What follows belongs to an exercise in optimizing a design on an open flow for small area, a short achievable clock period and few clock cycles; a production flow would make more cautious choices.
RTL that was checked went through simulation tests only; none was proved equivalent to the original.

the previous run:
==> flow/design.v <==
module rbsm_matcher #(
    parameter PAT_MAX = 8,     
    parameter N_SLOT  = 11     
) (
    input  wire        clk,
    input  wire        rst,           
    input  wire        pl_clr,        
    input  wire        pl_push,       
    input  wire [3:0]  pl_slot,
    input  wire [7:0]  pl_byte,
    input  wire        cmd_wait,
    input  wire        cmd_mok,
    input  wire        cmd_merr,
    input  wire        cmd_clr,
    input  wire [31:0] cmd_timeout,
    input  wire        ms_tick,
    input  wire        rx_valid,
    input  wire [7:0]  rx_byte,
    output wire        rx_ready,
    output wire        busy,
    output reg         done,
    output reg  [2:0]  outcome,
    output wire        urc_valid,
    output reg  [2:0]  urc_index,
    input  wire        urc_done
);
    localparam LW = $clog2(PAT_MAX + 1);
    localparam HN = PAT_MAX - 1;           
    localparam [2:0] O_OK      = 3'd1,
                     O_ERROR   = 3'd2,
                     O_TIMEOUT = 3'd3,
                     O_MATCH1  = 3'd4;
    reg        busy_r, scan_r, urc_r, rep_r;
    reg [2:0]  rcnt;
    reg        mok, merr;
    reg [31:0] remain;
    reg        dirty;                      
    reg [2:0]  urc_hold;
    assign busy      = busy_r;
    assign rx_ready  = scan_r;
    assign urc_valid = urc_r;
    wire take   = rx_valid && scan_r;
    wire accept = !busy_r && cmd_wait;
    reg [8*PAT_MAX-1:0] pat [0:N_SLOT-1];
    reg [LW-1:0]        len [0:N_SLOT-1];
    reg       ld_clr, ld_push;
    reg [3:0] ld_slot;
    reg [7:0] ld_byte;
    always @(posedge clk) begin
        ld_clr  <= pl_clr && !rst;
        ld_push <= pl_push && !pl_clr && !rst;
        ld_slot <= pl_slot;
        ld_byte <= pl_byte;
    end
    reg [N_SLOT-1:0] len_is1;
    integer s;
    always @(*) begin
        for (s = 0; s < N_SLOT; s = s + 1)
            len_is1[s] = ((ld_clr || ld_push) && ld_slot == s) ? (ld_push && len[s] == 0)
                                                               : (len[s] == 1);
    end
    always @(posedge clk) begin
        for (s = 0; s < N_SLOT; s = s + 1) begin
            if (rst || (ld_clr && ld_slot == s))
                len[s] <= {LW{1'b0}};
            else if (ld_push && ld_slot == s && len[s] != PAT_MAX)
                len[s] <= len[s] + 1'b1;
            if (ld_push && ld_slot == s && len[s] != PAT_MAX)
                pat[s] <= {pat[s][8*PAT_MAX-9:0], ld_byte};
        end
    end
    reg [8*HN-1:0] hist;
    reg [HN-1:0]   hval;
    wire [7:0] nbyte = rep_r ? hist[8*HN-1 -: 8] : rx_byte;
    wire clr_hist = (accept && cmd_clr) || (urc_r && urc_done);
    wire clr_pre  = clr_hist || (accept && dirty && !hval[0]);
    wire replay   = accept && !cmd_clr && dirty && hval[0];
    wire rep_end  = rep_r && rcnt == HN - 1;
    reg [N_SLOT-1:0] pre_a, pre_r, pre_a_n, pre_r_n;
    wire [N_SLOT-1:0] pre = pre_a & pre_r;
    reg              ok_k;
    integer i, k;
    always @(*) begin
        for (i = 0; i < N_SLOT; i = i + 1) begin
            pre_a_n[i] = (len[i] == 1) || (nbyte == pat[i][15:8]);
            ok_k = (len[i] != 0);
            for (k = 2; k < PAT_MAX; k = k + 1)
                if (k < len[i] && !(hval[k-2] && hist[8*(k-2) +: 8] == pat[i][8*k +: 8]))
                    ok_k = 1'b0;
            pre_r_n[i] = ok_k;
        end
    end
    reg pre_ok, pre_err;
    wire pre_ok_n  = (nbyte == 8'h0D) && hval[1] && (hist[15:0] == {"O", "K"});
    wire pre_err_n = (nbyte == 8'h0D) && hval[4] &&
                     (hist[39:0] == {"E", "R", "R", "O", "R"});
    always @(posedge clk) begin
        if (take || rep_r) begin
            pre_a   <= pre_a_n;
            pre_r   <= pre_r_n;
            pre_ok  <= pre_ok_n;
            pre_err <= pre_err_n;
        end else if (clr_pre) begin
            pre_a   <= {N_SLOT{1'b1}};
            pre_r   <= len_is1;
            pre_ok  <= 1'b0;
            pre_err <= 1'b0;
        end
    end
    always @(posedge clk) begin
        if (rst || clr_hist)
            hval <= {HN{1'b0}};
        else if (rep_r)
            hval <= {hval[HN-2:0], hval[HN-1]};
        else if (take)
            hval <= {hval[HN-2:0], 1'b1};
    end
    always @(posedge clk) begin
        if (take || rep_r)
            hist <= {hist[8*HN-9:0], nbyte};
        if (replay)
            rcnt <= 3'd0;
        else if (rep_r)
            rcnt <= rcnt + 1'b1;
    end
    always @(posedge clk) begin
        if (rst || pl_clr || pl_push)
            dirty <= 1'b1;
        else if (clr_pre || rep_end)
            dirty <= 1'b0;
    end
    reg [N_SLOT-1:0] hit;
    integer j;
    always @(*) begin
        for (j = 0; j < N_SLOT; j = j + 1)
            hit[j] = pre[j] && (rx_byte == pat[j][7:0]);
    end
    wire lf     = (rx_byte == 8'h0A);
    wire hit_ok = mok && pre_ok && lf;
    wire hit_er = merr && pre_err && lf;
    wire       urc_any = |hit[7:0];
    wire       out_any = |hit[10:8] || hit_ok || hit_er;
    reg  [2:0] arb_idx, arb_outcome;
    integer u;
    always @(*) begin
        arb_idx = 3'd0;
        for (u = 7; u >= 0; u = u - 1)
            if (hit[u]) arb_idx = u[2:0];
        if (hit[8])       arb_outcome = O_MATCH1;
        else if (hit[9])  arb_outcome = O_MATCH1 + 3'd1;
        else if (hit[10]) arb_outcome = O_MATCH1 + 3'd2;
        else if (hit_ok)  arb_outcome = O_OK;
        else              arb_outcome = O_ERROR;
    end
    wire remain_zero = (remain == 32'd0);
    wire [7:0]  gz;                        
    wire [7:0]  gz_below;                  
    wire [31:0] z_below;                   
    genvar g, b;
    generate
        for (g = 0; g < 8; g = g + 1) begin : grp
            assign gz[g] = ~|remain[4*g +: 4];
            if (g == 0) begin : g0
                assign gz_below[g] = 1'b1;
            end else begin : gn
                assign gz_below[g] = &gz[g-1:0];
            end
            for (b = 0; b < 4; b = b + 1) begin : bit_
                if (b == 0) begin : b0
                    assign z_below[4*g+b] = gz_below[g];
                end else begin : bn
                    assign z_below[4*g+b] = gz_below[g] & ~|remain[4*g +: b];
                end
            end
        end
    endgenerate
    wire [31:0] remain_dec = remain ^ z_below;
    wire finish = scan_r && (rx_valid ? (out_any && !urc_any) : remain_zero);
    always @(posedge clk) begin
        if (rst) begin
            busy_r <= 1'b0;
            scan_r <= 1'b0;
            urc_r  <= 1'b0;
            rep_r  <= 1'b0;
            done   <= 1'b0;
        end else begin
            done  <= finish;
            if (!busy_r) begin
                busy_r <= cmd_wait;
                scan_r <= cmd_wait && !replay;
                rep_r  <= replay;
            end else if (rep_r) begin
                scan_r <= rep_end;
                rep_r  <= !rep_end;
            end else if (urc_r) begin
                if (urc_done) begin
                    urc_r  <= 1'b0;
                    scan_r <= 1'b1;
                end
            end else begin
                if (take && urc_any) begin
                    scan_r <= 1'b0;
                    urc_r  <= 1'b1;
                end
                if (finish) begin
                    scan_r <= 1'b0;
                    busy_r <= 1'b0;
                end
            end
        end
    end
    always @(posedge clk) begin
        if (accept) begin
            mok    <= cmd_mok;
            merr   <= cmd_merr;
            remain <= cmd_timeout;
        end else if (busy_r && ms_tick && !remain_zero) begin
            remain <= remain_dec;
        end
        outcome <= rx_valid ? arb_outcome : O_TIMEOUT;
        if (take)
            urc_hold <= arb_idx;
        urc_index <= scan_r ? arb_idx : urc_hold;
    end
endmodule
Settings: LEC_CHECK=0, CAP_MARGIN=0, CORE_MARGIN=2, CORE_UTILIZATION=40, CTS_CLUSTER_DIAMETER=80, CTS_CLUSTER_SIZE=26, PLACE_DENSITY=0.55, SETUP_SLACK_MARGIN=5, SLEW_MARGIN=0; clock period 8.0 ns.
standard.sh (not shown) runs the stock make flow with config.mk's settings and CLKGATE_MAP_FILE= SYNTH_SCRIPT=/design/flow/synth_recipe.tcl, a recipe that flattens the netlist after the stock synthesis.
==> flow/flow/run.sh <==
#!/bin/bash
set -euo pipefail
bash standard.sh SETUP_SLACK_MARGIN=5.3 finish > standard_flow.log 2>&1
The following lists how the current run was set up differently from the previous run:
--- a/flow/design.v
+++ b/flow/design.v
@@ -35,7 +35,6 @@
     reg        mok, merr;
     reg [31:0] remain;
     reg        dirty;                      
-    reg [2:0]  urc_hold;
     assign busy      = busy_r;
     assign rx_ready  = scan_r;
     assign urc_valid = urc_r;
@@ -218,8 +217,6 @@
             remain <= remain_dec;
         end
         outcome <= rx_valid ? arb_outcome : O_TIMEOUT;
-        if (take)
-            urc_hold <= arb_idx;
-        urc_index <= scan_r ? arb_idx : urc_hold;
+        urc_index <= ({3{scan_r}} & arb_idx) | ({3{!scan_r}} & urc_index);
     end
 endmodule
==> summary.txt <==
When the current run is measured against the previous run, its number of gates on the worst path with buffers counted turns out 7 lower.
Count of clock buffers in the final design (the current run vs. the previous run) increases by a few percent
Delta (the current run minus the previous run): post-route standard cell area excluding fillers decreased by 0.92% relative to the old numbers, via count -about 3.3%.
The current run against the previous run: area added between synthesis and finish stayed essentially flat, sequential share of cell area rose by 0.41 points.
Summary of the current run over the previous run: die height went down by 1.3 um, worst hold slack dropped 0.0038 ns, count of buffers not belonging to the clock network in the layout fell by 10%, worst setup slack shows no meaningful change.
Status: minimum period implied by the final worst setup slack parity (the previous run, the current run)
On synthesized area, the current run does better than the previous run.
In the current run, the total setup buffers inserted after CTS came out about 19% above the value in the previous run.
Testbench counts of the current run, summed over its fixed seeds: cycles 21,841.
Only the layout flow was run in the previous run; the RTL was not checked for function there.

-- static timing again, ports no longer ideal --
In the flow no input, the clock included, has a driving cell. The finished layouts below were timed again as built, in two steps. Step 1 sets driving cells, clkbuf_16 on the clock port and buf_2 on the other inputs (assumed; they add their load-dependent delay and slew). Step 2 also shifts input and output timing later by t, the mid clock arrival at the registers, as if the neighbouring blocks saw the same clock. a / b / c = ideal / step 1 / step 2; a / b = the first two.
| run | shift t [ns] | setup slack, ns | hold WS [ns] | worst setup path at the end | worst slew at a driven data input, ns |
|---|---|---|---|---|---|
| the previous run | 0.704 | 5.206 / 5.195 / 4.524 | 0.468 / 0.468 / 0.468 | input to register | 0.08 |
| the current run | 0.680 | 5.205 / 5.145 / 4.681 | 0.464 / 0.464 / 0.464 | input to register | 0.07 |
After both steps every run listed still meets setup and hold. For the previous run, which loses most, drivers alone change the setup slack by -0.011 ns; drivers and shift together by -0.682 ns.
